What follows belongs to an exercise in optimizing a design on an open flow for a short achievable clock period and few clock cycles; a production flow would make more cautious choices. The RTL was checked by simulation tests, not by an equivalence proof against the original design. Power figures rest on the tool's default switching activity, not on a simulated workload.

[flow/config.mk]
export PLATFORM = sky130hd
export DESIGN_NAME = tcpu_core
export DESIGN_NICKNAME = tcpu_core
export VERILOG_FILES = /design/flow/design.v
export SDC_FILE = /design/flow/constraint.sdc
export NUM_CORES = 4
export LEC_CHECK = 0
export CAP_MARGIN = 20
export CORE_MARGIN = 2
export CORE_UTILIZATION = 40
export SLEW_MARGIN = 20
[flow/constraint.sdc]
create_clock -name core_clock -period 6.0 [get_ports {clk}]
set_input_delay 1.2000 -clock core_clock [delete_from_list [all_inputs] [get_ports {clk}]]
set_output_delay 1.2000 -clock core_clock [all_outputs]
set_load 0.01 [all_outputs]
[flow/design.v]
module tcpu_core (
    input  wire       clk,
    input  wire       rst,
    input  wire       start,
    input  wire [15:0] budget,
    output wire       mem_req,
    output wire       mem_we,
    output wire [7:0] mem_addr,
    output wire [7:0] mem_wdata,
    input  wire       mem_ready,
    input  wire [7:0] mem_rdata,
    output reg        tty_valid,
    output reg  [7:0] tty_data,
    output reg  [2:0] status,
    output reg  [7:0] acc,
    output reg  [7:0] pc,
    output reg  [7:0] ir,
    output reg        cf,
    output reg        zf
);
    localparam [2:0] ST_READY   = 3'd0,
                     ST_RUNNING = 3'd1,
                     ST_HALTED  = 3'd2,
                     ST_BUDGET  = 3'd3,
                     ST_DECODE  = 3'd4,
                     ST_UNIMPL  = 3'd5;
    localparam [2:0] S_IDLE    = 3'd0,
                     S_FETCH   = 3'd1,
                     S_FETCH_D = 3'd2,
                     S_EXEC    = 3'd3,
                     S_MEM     = 3'd4,
                     S_MEM_D   = 3'd5;
    localparam [7:0] OP_LDI  = 8'h00, OP_LDR  = 8'h01, OP_LDRI = 8'h02,
                     OP_ADDI = 8'h03, OP_ADDR = 8'h04, OP_SUBI = 8'h05,
                     OP_SUBR = 8'h06, OP_STR  = 8'h07, OP_STRI = 8'h08,
                     OP_JMP  = 8'h09, OP_JEQ  = 8'h0A, OP_JCS  = 8'h0B,
                     OP_JMPI = 8'h0C, OP_JEQI = 8'h0D, OP_TTYI = 8'h0E,
                     OP_TTYO = 8'h0F, OP_HALT = 8'h10, OP_ROL  = 8'h11,
                     OP_INXR = 8'h12, OP_DEXR = 8'h13, OP_ASL  = 8'h14,
                     OP_NANDI= 8'h15, OP_NANDR= 8'h16, OP_NOP  = 8'h17,
                     OP_AINC = 8'h18, OP_ADEC = 8'h19, OP_RINC = 8'h1A,
                     OP_RDEC = 8'h1B, OP_RSP  = 8'h1C, OP_PHA  = 8'h1D,
                     OP_PLA  = 8'h1E, OP_JSR  = 8'h1F, OP_RTS  = 8'h20,
                     OP_LDSA = 8'h21, OP_STSA = 8'h22, OP_SINC = 8'h23,
                     OP_PHI  = 8'h24;
    reg [2:0]  state;
    reg [2:0]  step;        
    reg [7:0]  b1;          
    reg [7:0]  b2;          
    reg [7:0]  sp;          
    reg [7:0]  t;           
    reg [7:0]  t2;          
    reg        bud_en;      
    reg [14:0] bud_cnt;     
    wire sp_first = (ir == OP_PHA) || (ir == OP_PLA) || (ir == OP_RTS) ||
                    (ir == OP_LDSA) || (ir == OP_STSA) || (ir == OP_SINC);
    reg        m_we;
    reg [7:0]  m_addr;
    reg [7:0]  m_wdata;
    assign mem_req   = (state == S_FETCH) || (state == S_MEM);
    assign mem_we    = (state == S_MEM) && m_we;
    assign mem_addr  = (state == S_FETCH) ? pc : m_addr;
    assign mem_wdata = m_wdata;
    wire [7:0] alu_b   = (ir == OP_SUBI || ir == OP_SUBR) ? ~t : t;
    wire       alu_cin = (ir == OP_SUBI || ir == OP_SUBR);
    wire [8:0] alu_sum = {1'b0, acc} + {1'b0, alu_b} + {8'd0, alu_cin};
    reg        x_mem;       
    reg        x_we;
    reg [7:0]  x_addr;
    reg [7:0]  x_wdata;
    reg        x_done;      
    reg [7:0]  x_pc;        
    reg        x_wa;        
    reg [7:0]  x_a;
    reg        x_wc;        
    reg        x_c;
    reg        x_tty;       
    reg        x_halt;
    reg        x_fault;
    reg [2:0]  x_fault_kind;
    always @* begin
        x_mem = 1'b0; x_we = 1'b0; x_addr = 8'h00; x_wdata = 8'h00;
        x_done = 1'b0; x_pc = pc;
        x_wa = 1'b0; x_a = acc; x_wc = 1'b0; x_c = cf;
        x_tty = 1'b0; x_halt = 1'b0; x_fault = 1'b0; x_fault_kind = ST_DECODE;
        case (ir)
            OP_LDI, OP_ADDI, OP_SUBI, OP_NANDI: begin
                if (step == 3'd0) begin
                    x_mem = 1'b1; x_addr = pc;
                end else begin
                    x_done = 1'b1; x_pc = pc + 8'd1; x_wa = 1'b1;
                    case (ir)
                        OP_LDI:   x_a = t;
                        OP_NANDI: x_a = ~(acc & t);
                        default: begin x_a = alu_sum[7:0]; x_wc = 1'b1; x_c = alu_sum[8]; end
                    endcase
                end
            end
            OP_LDR, OP_ADDR, OP_SUBR, OP_NANDR: begin
                case (step)
                    3'd0: begin x_mem = 1'b1; x_addr = pc; end
                    3'd1: begin x_mem = 1'b1; x_addr = t; end
                    default: begin
                        x_done = 1'b1; x_pc = pc + 8'd1; x_wa = 1'b1;
                        case (ir)
                            OP_LDR:   x_a = t;
                            OP_NANDR: x_a = ~(acc & t);
                            default: begin x_a = alu_sum[7:0]; x_wc = 1'b1; x_c = alu_sum[8]; end
                        endcase
                    end
                endcase
            end
            OP_LDRI: begin
                case (step)
                    3'd0: begin x_mem = 1'b1; x_addr = pc; end
                    3'd1: begin x_mem = 1'b1; x_addr = t; end
                    3'd2: begin x_mem = 1'b1; x_addr = t; end
                    default: begin x_done = 1'b1; x_pc = pc + 8'd1; x_wa = 1'b1; x_a = t; end
                endcase
            end
            OP_STR: begin
                case (step)
                    3'd0: begin x_mem = 1'b1; x_addr = pc; end
                    3'd1: begin x_mem = 1'b1; x_we = 1'b1; x_addr = t; x_wdata = acc; end
                    default: begin x_done = 1'b1; x_pc = pc + 8'd1; end
                endcase
            end
            OP_STRI: begin
                case (step)
                    3'd0: begin x_mem = 1'b1; x_addr = pc; end
                    3'd1: begin x_mem = 1'b1; x_addr = t; end
                    3'd2: begin x_mem = 1'b1; x_we = 1'b1; x_addr = t; x_wdata = acc; end
                    default: begin x_done = 1'b1; x_pc = pc + 8'd2; end
                endcase
            end
            OP_JMP, OP_JEQ, OP_JCS: begin
                if (step == 3'd0) begin
                    x_mem = 1'b1; x_addr = pc;
                end else begin
                    x_done = 1'b1;
                    if (ir == OP_JMP || (ir == OP_JEQ && zf) || (ir == OP_JCS && cf))
                        x_pc = t;
                    else
                        x_pc = pc + 8'd1;
                end
            end
            OP_JMPI: begin
                case (step)
                    3'd0: begin x_mem = 1'b1; x_addr = pc; end
                    3'd1: begin x_mem = 1'b1; x_addr = t; end
                    default: begin x_done = 1'b1; x_pc = t; end
                endcase
            end
            OP_JEQI: begin
                if (!zf) begin
                    x_done = 1'b1; x_pc = pc + 8'd2;
                end else begin
                    case (step)
                        3'd0: begin x_mem = 1'b1; x_addr = pc; end
                        3'd1: begin x_mem = 1'b1; x_addr = t; end
                        default: begin x_done = 1'b1; x_pc = t; end
                    endcase
                end
            end
            OP_TTYI: begin
                x_fault = 1'b1; x_fault_kind = ST_UNIMPL;
            end
            OP_TTYO: begin x_done = 1'b1; x_tty = 1'b1; end
            OP_HALT: begin x_halt = 1'b1; end
            OP_ROL:  begin x_done = 1'b1; x_wa = 1'b1; x_a = {acc[6:0], 1'b0}; end
            OP_ASL:  begin x_done = 1'b1; x_pc = pc + 8'd1; x_wa = 1'b1; x_a = {acc[6:0], acc[7]}; end
            OP_NOP:  begin x_done = 1'b1; end
            OP_AINC: begin x_done = 1'b1; x_wa = 1'b1; x_a = acc + 8'd1; end
            OP_ADEC: begin x_done = 1'b1; x_wa = 1'b1; x_a = acc - 8'd1; end
            OP_INXR, OP_DEXR: begin
                case (step)
                    3'd0: begin x_mem = 1'b1; x_addr = pc; end            
                    3'd1: begin x_mem = 1'b1; x_addr = pc + 8'd1; end     
                    3'd2: begin x_mem = 1'b1; x_addr = b1; end            
                    3'd3: begin
                        x_mem = 1'b1; x_we = 1'b1; x_addr = b1;
                        x_wdata = (ir == OP_INXR) ? t + b2 : t - b2;
                    end
                    default: begin x_done = 1'b1; x_pc = pc + 8'd2; end
                endcase
            end
            OP_RINC, OP_RDEC: begin
                case (step)
                    3'd0: begin x_mem = 1'b1; x_addr = pc; end
                    3'd1: begin x_mem = 1'b1; x_addr = t; end
                    3'd2: begin
                        x_mem = 1'b1; x_we = 1'b1; x_addr = b1;
                        x_wdata = (ir == OP_RINC) ? t + 8'd1 : t - 8'd1;
                    end
                    default: begin x_done = 1'b1; x_pc = pc + 8'd1; x_wa = 1'b1; x_a = t2; end
                endcase
            end
            OP_RSP: begin
                if (step == 3'd0) begin
                    x_mem = 1'b1; x_we = 1'b1; x_addr = 8'hFF; x_wdata = 8'hFE;
                end else begin
                    x_done = 1'b1;
                end
            end
            OP_PHA, OP_PHI, OP_JSR: begin
                case (step)
                    3'd0: begin
                        if (ir == OP_PHA) begin x_mem = 1'b1; x_addr = 8'hFF; end
                        else begin x_mem = 1'b1; x_addr = pc; end
                    end
                    3'd1: begin
                        if (ir == OP_JSR) begin x_mem = 1'b1; x_addr = pc + 8'd1; end
                        else if (ir == OP_PHI) begin x_mem = 1'b1; x_addr = 8'hFF; end
                        else begin x_mem = 1'b1; x_we = 1'b1; x_addr = sp; x_wdata = acc; end
                    end
                    3'd2: begin
                        if (ir == OP_JSR) begin x_mem = 1'b1; x_addr = 8'hFF; end
                        else if (ir == OP_PHI) begin x_mem = 1'b1; x_we = 1'b1; x_addr = sp; x_wdata = b1; end
                        else begin x_mem = 1'b1; x_we = 1'b1; x_addr = 8'hFF; x_wdata = sp - 8'd1; end
                    end
                    3'd3: begin
                        if (ir == OP_JSR) begin x_mem = 1'b1; x_we = 1'b1; x_addr = sp; x_wdata = b1; end
                        else if (ir == OP_PHI) begin x_mem = 1'b1; x_we = 1'b1; x_addr = 8'hFF; x_wdata = sp - 8'd1; end
                        else begin x_done = 1'b1; x_pc = pc + 8'd1; end
                    end
                    3'd4: begin
                        if (ir == OP_JSR) begin x_mem = 1'b1; x_we = 1'b1; x_addr = 8'hFF; x_wdata = sp - 8'd1; end
                        else begin x_done = 1'b1; x_pc = pc + 8'd1; end
                    end
                    default: begin x_done = 1'b1; x_pc = b2; end
                endcase
            end
            OP_PLA, OP_RTS: begin
                case (step)
                    3'd0: begin x_mem = 1'b1; x_addr = 8'hFF; end
                    3'd1: begin x_mem = 1'b1; x_we = 1'b1; x_addr = 8'hFF; x_wdata = sp + 8'd1; end
                    3'd2: begin x_mem = 1'b1; x_addr = sp + 8'd1; end
                    default: begin
                        x_done = 1'b1;
                        if (ir == OP_RTS) x_pc = t;
                        else begin x_wa = 1'b1; x_a = t; end
                    end
                endcase
            end
            OP_LDSA: begin
                case (step)
                    3'd0: begin x_mem = 1'b1; x_addr = 8'hFF; end
                    3'd1: begin x_mem = 1'b1; x_addr = sp + 8'd2; end
                    default: begin x_done = 1'b1; x_wa = 1'b1; x_a = t; end
                endcase
            end
            OP_STSA: begin
                case (step)
                    3'd0: begin x_mem = 1'b1; x_addr = 8'hFF; end
                    3'd1: begin x_mem = 1'b1; x_we = 1'b1; x_addr = sp + 8'd2; x_wdata = acc; end
                    default: begin x_done = 1'b1; x_pc = pc + 8'd1; end
                endcase
            end
            OP_SINC: begin
                case (step)
                    3'd0: begin x_mem = 1'b1; x_addr = 8'hFF; end
                    3'd1: begin x_mem = 1'b1; x_we = 1'b1; x_addr = 8'hFF; x_wdata = sp + 8'd1; end
                    default: begin x_done = 1'b1; x_pc = pc + 8'd1; end
                endcase
            end
            default: begin
                x_fault = 1'b1; x_fault_kind = ST_DECODE;
            end
        endcase
    end
    always @(posedge clk) begin
        if (rst) begin
            state     <= S_IDLE;
            status    <= ST_READY;
            step      <= 3'd0;
            acc       <= 8'h00;
            pc        <= 8'h00;
            ir        <= 8'h00;
            cf        <= 1'b0;
            zf        <= 1'b1;
            b1        <= 8'h00;
            b2        <= 8'h00;
            sp        <= 8'h00;
            t         <= 8'h00;
            t2        <= 8'h00;
            bud_en    <= 1'b0;
            bud_cnt   <= 15'd0;
            m_we      <= 1'b0;
            m_addr    <= 8'h00;
            m_wdata   <= 8'h00;
            tty_valid <= 1'b0;
            tty_data  <= 8'h00;
        end else begin
            tty_valid <= 1'b0;
            case (state)
                S_IDLE: begin
                    if (start && status == ST_READY) begin
                        status  <= ST_RUNNING;
                        state   <= S_FETCH;
                        bud_en  <= (budget != 16'd0) && !budget[15];
                        bud_cnt <= budget[14:0];
                    end
                end
                S_FETCH: begin
                    if (mem_ready) state <= S_FETCH_D;
                end
                S_FETCH_D: begin
                    ir    <= mem_rdata;
                    pc    <= pc + 8'd1;
                    step  <= 3'd0;
                    state <= S_EXEC;
                end
                S_EXEC: begin
                    if (x_fault) begin
                        status <= x_fault_kind;
                        state  <= S_IDLE;
                    end else if (x_halt) begin
                        status <= ST_HALTED;
                        state  <= S_IDLE;
                    end else if (x_mem) begin
                        m_we    <= x_we;
                        m_addr  <= x_addr;
                        m_wdata <= x_wdata;
                        state   <= S_MEM;
                    end else if (x_done) begin
                        pc <= x_pc;
                        if (x_wa) begin
                            acc <= x_a;
                            zf  <= (x_a == 8'h00);
                        end
                        if (x_wc) cf <= x_c;
                        if (x_tty) begin
                            tty_valid <= 1'b1;
                            tty_data  <= acc;
                        end
                        if (bud_en && bud_cnt == 15'd0) begin
                            status <= ST_BUDGET;
                            state  <= S_IDLE;
                        end else begin
                            if (bud_en) bud_cnt <= bud_cnt - 15'd1;
                            state <= S_FETCH;
                        end
                    end
                end
                S_MEM: begin
                    if (mem_ready) begin
                        if (m_we) begin
                            if (ir == OP_RINC || ir == OP_RDEC) t2 <= m_wdata;
                            step  <= step + 3'd1;
                            state <= S_EXEC;
                        end else begin
                            state <= S_MEM_D;
                        end
                    end
                end
                S_MEM_D: begin
                    t <= mem_rdata;
                    if (step == 3'd0 && !sp_first) b1 <= mem_rdata;
                    if ((ir == OP_INXR || ir == OP_DEXR || ir == OP_JSR) && step == 3'd1)
                        b2 <= mem_rdata;
                    if ((sp_first && step == 3'd0) || (ir == OP_PHI && step == 3'd1) ||
                        (ir == OP_JSR && step == 3'd2))
                        sp <= mem_rdata;
                    step  <= step + 3'd1;
                    state <= S_EXEC;
                end
                default: state <= S_IDLE;
            endcase
        end
    end
endmodule
[flow/run.sh]
#!/bin/bash
# synth_recipe.tcl (not shown) runs the flow's synth.tcl, then flattens the netlist and writes it again
# the make line also repeats each setting of config.mk as NAME=value (left out here)
make -C /OpenROAD-flow-scripts/flow DESIGN_CONFIG=/design/flow/config.mk WORK_HOME=/design/flow/orfs CLKGATE_MAP_FILE= SYNTH_SCRIPT=/design/flow/synth_recipe.tcl finish
==> summary.txt <==
Outcome
  • Status: finished clean

Cells and area
  • Most common cell after layout, fill and taps aside: nor2_1
  • P&R area growth vs syn: 14.9%
  • Fin nets: 1626
  • Fraction of layout cells with a size suffix above 1: 7.92%
  • Design Area, Final: 12800 µm²
  • Commonest cells after routing, fill and taps aside: nor2_1 (185), nand2_1 (166), a21oi_1 (139)
  • Fin util: 46.3%

Clocking
  • CTS tree: yes
  • Clk latency of the worst-skew pair: 0.43 ns
  • Clock Sinks: 117
  • CTS root buffer: clkbuf_16
  • CTS H-tree depth: 4
  • Clock-pin slew on the worst setup and hold paths: 0.07 ns
  • Post-cts hold buffer count: 0
  • Setup repair bufs after CTS: 0
  • Total CTS buffers: 17
  • Max clock buf depth: 2
  • CTS resizes: 0

Synth
  • Synth unique cells: 94
  • Avg Synthesized Cell Area: 7.24 µm²
  • Synth Flop Type: dfxtp_1
  • Sequential area share after synthesis: 21.0%
  • Number of synthesized flops with an enable pin: 0
  • Cells after synthesis: 1539
  • Asr flop ratio synth: 0%
  • Number of synthesis warnings: 1
  • #FFs+latches synth: 117
  • Net Count, Synth: 1612
  • Synthesized area: 11100 µm²

Route
  • Final WL: 47800 µm
  • Iter 0 DRT Violations: 1711
  • DRC: 0
  • ANT nets after route: 0
  • Via Count: 12800
  • Wirelength per Cell: 24.6 µm
  • Via/cell ratio: 6.59
  • Drt pass-1 iters: 6

Die
  • Row count: 61
  • Die W: 171 µm
  • Die ar.: 29200 µm²
  • Initial Utilization: 40.3%
  • Die Span Y: 171 µm
  • Core Box Area: 27600 µm²
  • I/O pins: 84

Timing
  • Final Cycle Share: 77.8%
  • Slew Limit Headroom: 22.8%
  • Clock Skew: 0.0155 ns
  • RSZ-0062 raised after global routing: false
  • Worst-margin pin slew: 1.15 ns
  • Final hold viol count: 0
  • F_max: 214 MHz
  • Setup ws final: 1.33 ns
  • Setup TNS: 0 ns
  • Setup violators final: 0
  • Slew Viols, Final: 0
  • Minimum clock period: 4.67 ns

Critical path
  • Crit path launch: ir[4]
  • R2R Setup Slk: 1.33 ns
  • Slowest-stage cell, CP: or4b_1
  • Startpoint Class: flip-flop
  • Reg2Reg Depth: 14
  • CP required: 6.28 ns
  • Setup CP Type: reg2reg
  • Setup crit end: m_wdata[7]
  • Crit-path max cell delay: 0.75 ns
  • Critical Path Fanout Max: 17
  • Worst EP arrival: 4.95 ns
  • R2r endpoint: m_wdata[7]
  • Critical Path, Cell by Cell: or4b_1, or3_1, nor2_1, mux2_2, ha_1, a21o_1, a21oi_1, o21ai_0, a21oi_1, o21ai_0, xnor2_1, o22ai_1, nor3_1, nor3_1
  • CP endpoint kind: flip-flop
  • R2R Path Start: ir[4]

Place
  • Port buffer count: 83
  • Dpl hpwl: 34200 µm
  • Placed Area: 12200 µm²
  • Pre-CTS setup slack: 1.52 ns
  • GP Congestion: 1.06

Global routing
  • Global route overflow: 0
  • Largest net degree at the start of global routing: 87
  • Tot GR Track Use: 32.2%
  • Antenna violations before repair: 1
  • First-pass GRT wire length: 71500 µm
  • Vias in the first global route: 11500

Power and ir drop
  • Total power: 3.98 mW
  • Static leakage: 4.76 nW
  • Pwr dens: 311 nW/µm²
  • Worst vdd ir: 0.000213 V

Hold path
  • Worst hold path cell count: 2
  • Type of the worst min-delay path: reg2reg

Run
  • Max_cap viols: 0
==> metrics by stage <==
| stage | hold WS, ns | instances |
|---|---|---|
| finish | 0.484 | 1945 |
| global route | 0.515 | 1944 |
| CTS | 0.486 | 1944 |
| detailed placement | 0.475 | 1912 |
| global placement | 0.462 | 1912 |
| floorplan | 0.449 | 1539 |
==> synthesized netlist by cell type, types with 34 or more instances <==
cell type | count | area, µm²
xnor2_1 | 35 | 307
ha_1 | 41 | 513
o21ai_0 | 82 | 410
clkbuf_1 | 87 | 327
nand2_1 | 166 | 623
xor2_1 | 34 | 298
a21oi_1 | 139 | 696
nor3_1 | 54 | 270
dfxtp_1 | 117 | 2340
inv_1 | 35 | 131
mux2i_1 | 55 | 551
nor2_1 | 185 | 694
nand3_1 | 34 | 170
==> where the power goes <==
part           switching [mW]  leakage (nW)  internal (mW)  total (mW)
Sequential              0.210         0.947          0.870        1.08
Combinational            1.15          3.53          0.656        1.81
Clock                   0.453         0.286          0.634        1.09
Total                    1.82          4.76           2.16        3.98
==> registers in the layout, summed over array words and instances, names as in the netlist <==
register,count
acc,8
b1,8
b2,8
bud_cnt,15
bud_en,1
cf,1
ir,8
m_addr,8
m_wdata,8
m_we,1
pc,8
sp,8
state,3
status,3
step,3
t,8
t2,8
tty_data,8
tty_valid,1
zf,1
==> routing by layer <==
metal / up-vias / part of all wire (%) / global-route usage [%]
li1: 5771 / - / -
met4: 0 / 5.6 / 17.1
met2: 854 / 42 / 47.2
met5: - / 0 / 0
met3: 181 / 11 / 8.74
met1: 6005 / 41 / 43.0
==> cell type report <==
type	count	area, µm²
clock buffer	18	439
sequential	117	2340
multi-input combinational	1261	8140
inverter	37	139
clock inverter	14	164
tap	378	473
timing repair buffer	119	1100
fill	2870	14800
antenna	1	2.50
==> critical path, delay by kind of cell, from the launching register on <==
| family | cells | cell delay [ns] |
|---|---|---|
| AOI/OAI and AO/OA | 6 | 0.99 |
| DFF | 1 | 0.65 |
| adders and majority gates | 1 | 0.28 |
| xor gates and xnor gates | 1 | 0.20 |
| and+or+nand+nor | 5 | 1.98 |
| muxes | 1 | 0.41 |
==> kinds of logic (layout without fill, tap and decap cells) <==
kind of cell,count (synthesis),after routing,share of synthesized area [%]
AND/OR/NAND/NOR,576,576,25.3
flip-flops,117,117,21.0
adder cells (fa/ha/maj),45,45,5.32
AO/OA/AOI/OAI,502,502,30.6
multiplexers,69,69,6.36
XOR/XNOR,69,69,5.42
other,0,1,0
buffers and inverters,161,188,6.01
==> how the worst min path moves through the flow <==
stage / endpoint / slack, ns / startpoint
finish: bud_cnt[14] / 0.48 / bud_cnt[14]
global route: bud_cnt[3] / 0.52 / bud_cnt[3]
CTS: bud_cnt[10] / 0.49 / bud_cnt[10]
detailed placement: bud_cnt[10] / 0.48 / bud_cnt[10]
global placement: bud_cnt[14] / 0.46 / bud_cnt[14]
floorplan: bud_cnt[10] / 0.45 / bud_cnt[10]
Testbench counts, summed over its fixed seeds: cycles 616,356.

[port drivers added, routing unchanged]
The flow's constraints put no driver on any port. The routed layout listed below was extracted and timed again, unchanged, in two steps. Step 1 (the two cells are an assumption about what drives the block):
set clk [get_ports {clk}]
set_driving_cell -lib_cell sky130_fd_sc_hd__clkbuf_16 $clk
set_driving_cell -lib_cell sky130_fd_sc_hd__buf_2 [delete_from_list [all_inputs] $clk]
Step 2 times the ports against the registers' clock, not the clock port: input delays grow and output delays shrink by t, the midpoint of the rising clock arrivals with the driver on. Slacks: no drivers / after step 1 / after step 2; pairs: no drivers / after step 1.
t (ns): 0.476
slack for setup (ns): 1.334 / 1.334 / 1.334
clock arrival spread, ns: 0.019 / 0.019
pins driven straight from the clock port: 1
After both steps this run still meets setup and hold. The setup slack of this run moves by 0.000 ns with the drivers and by 0.000 ns with both steps.
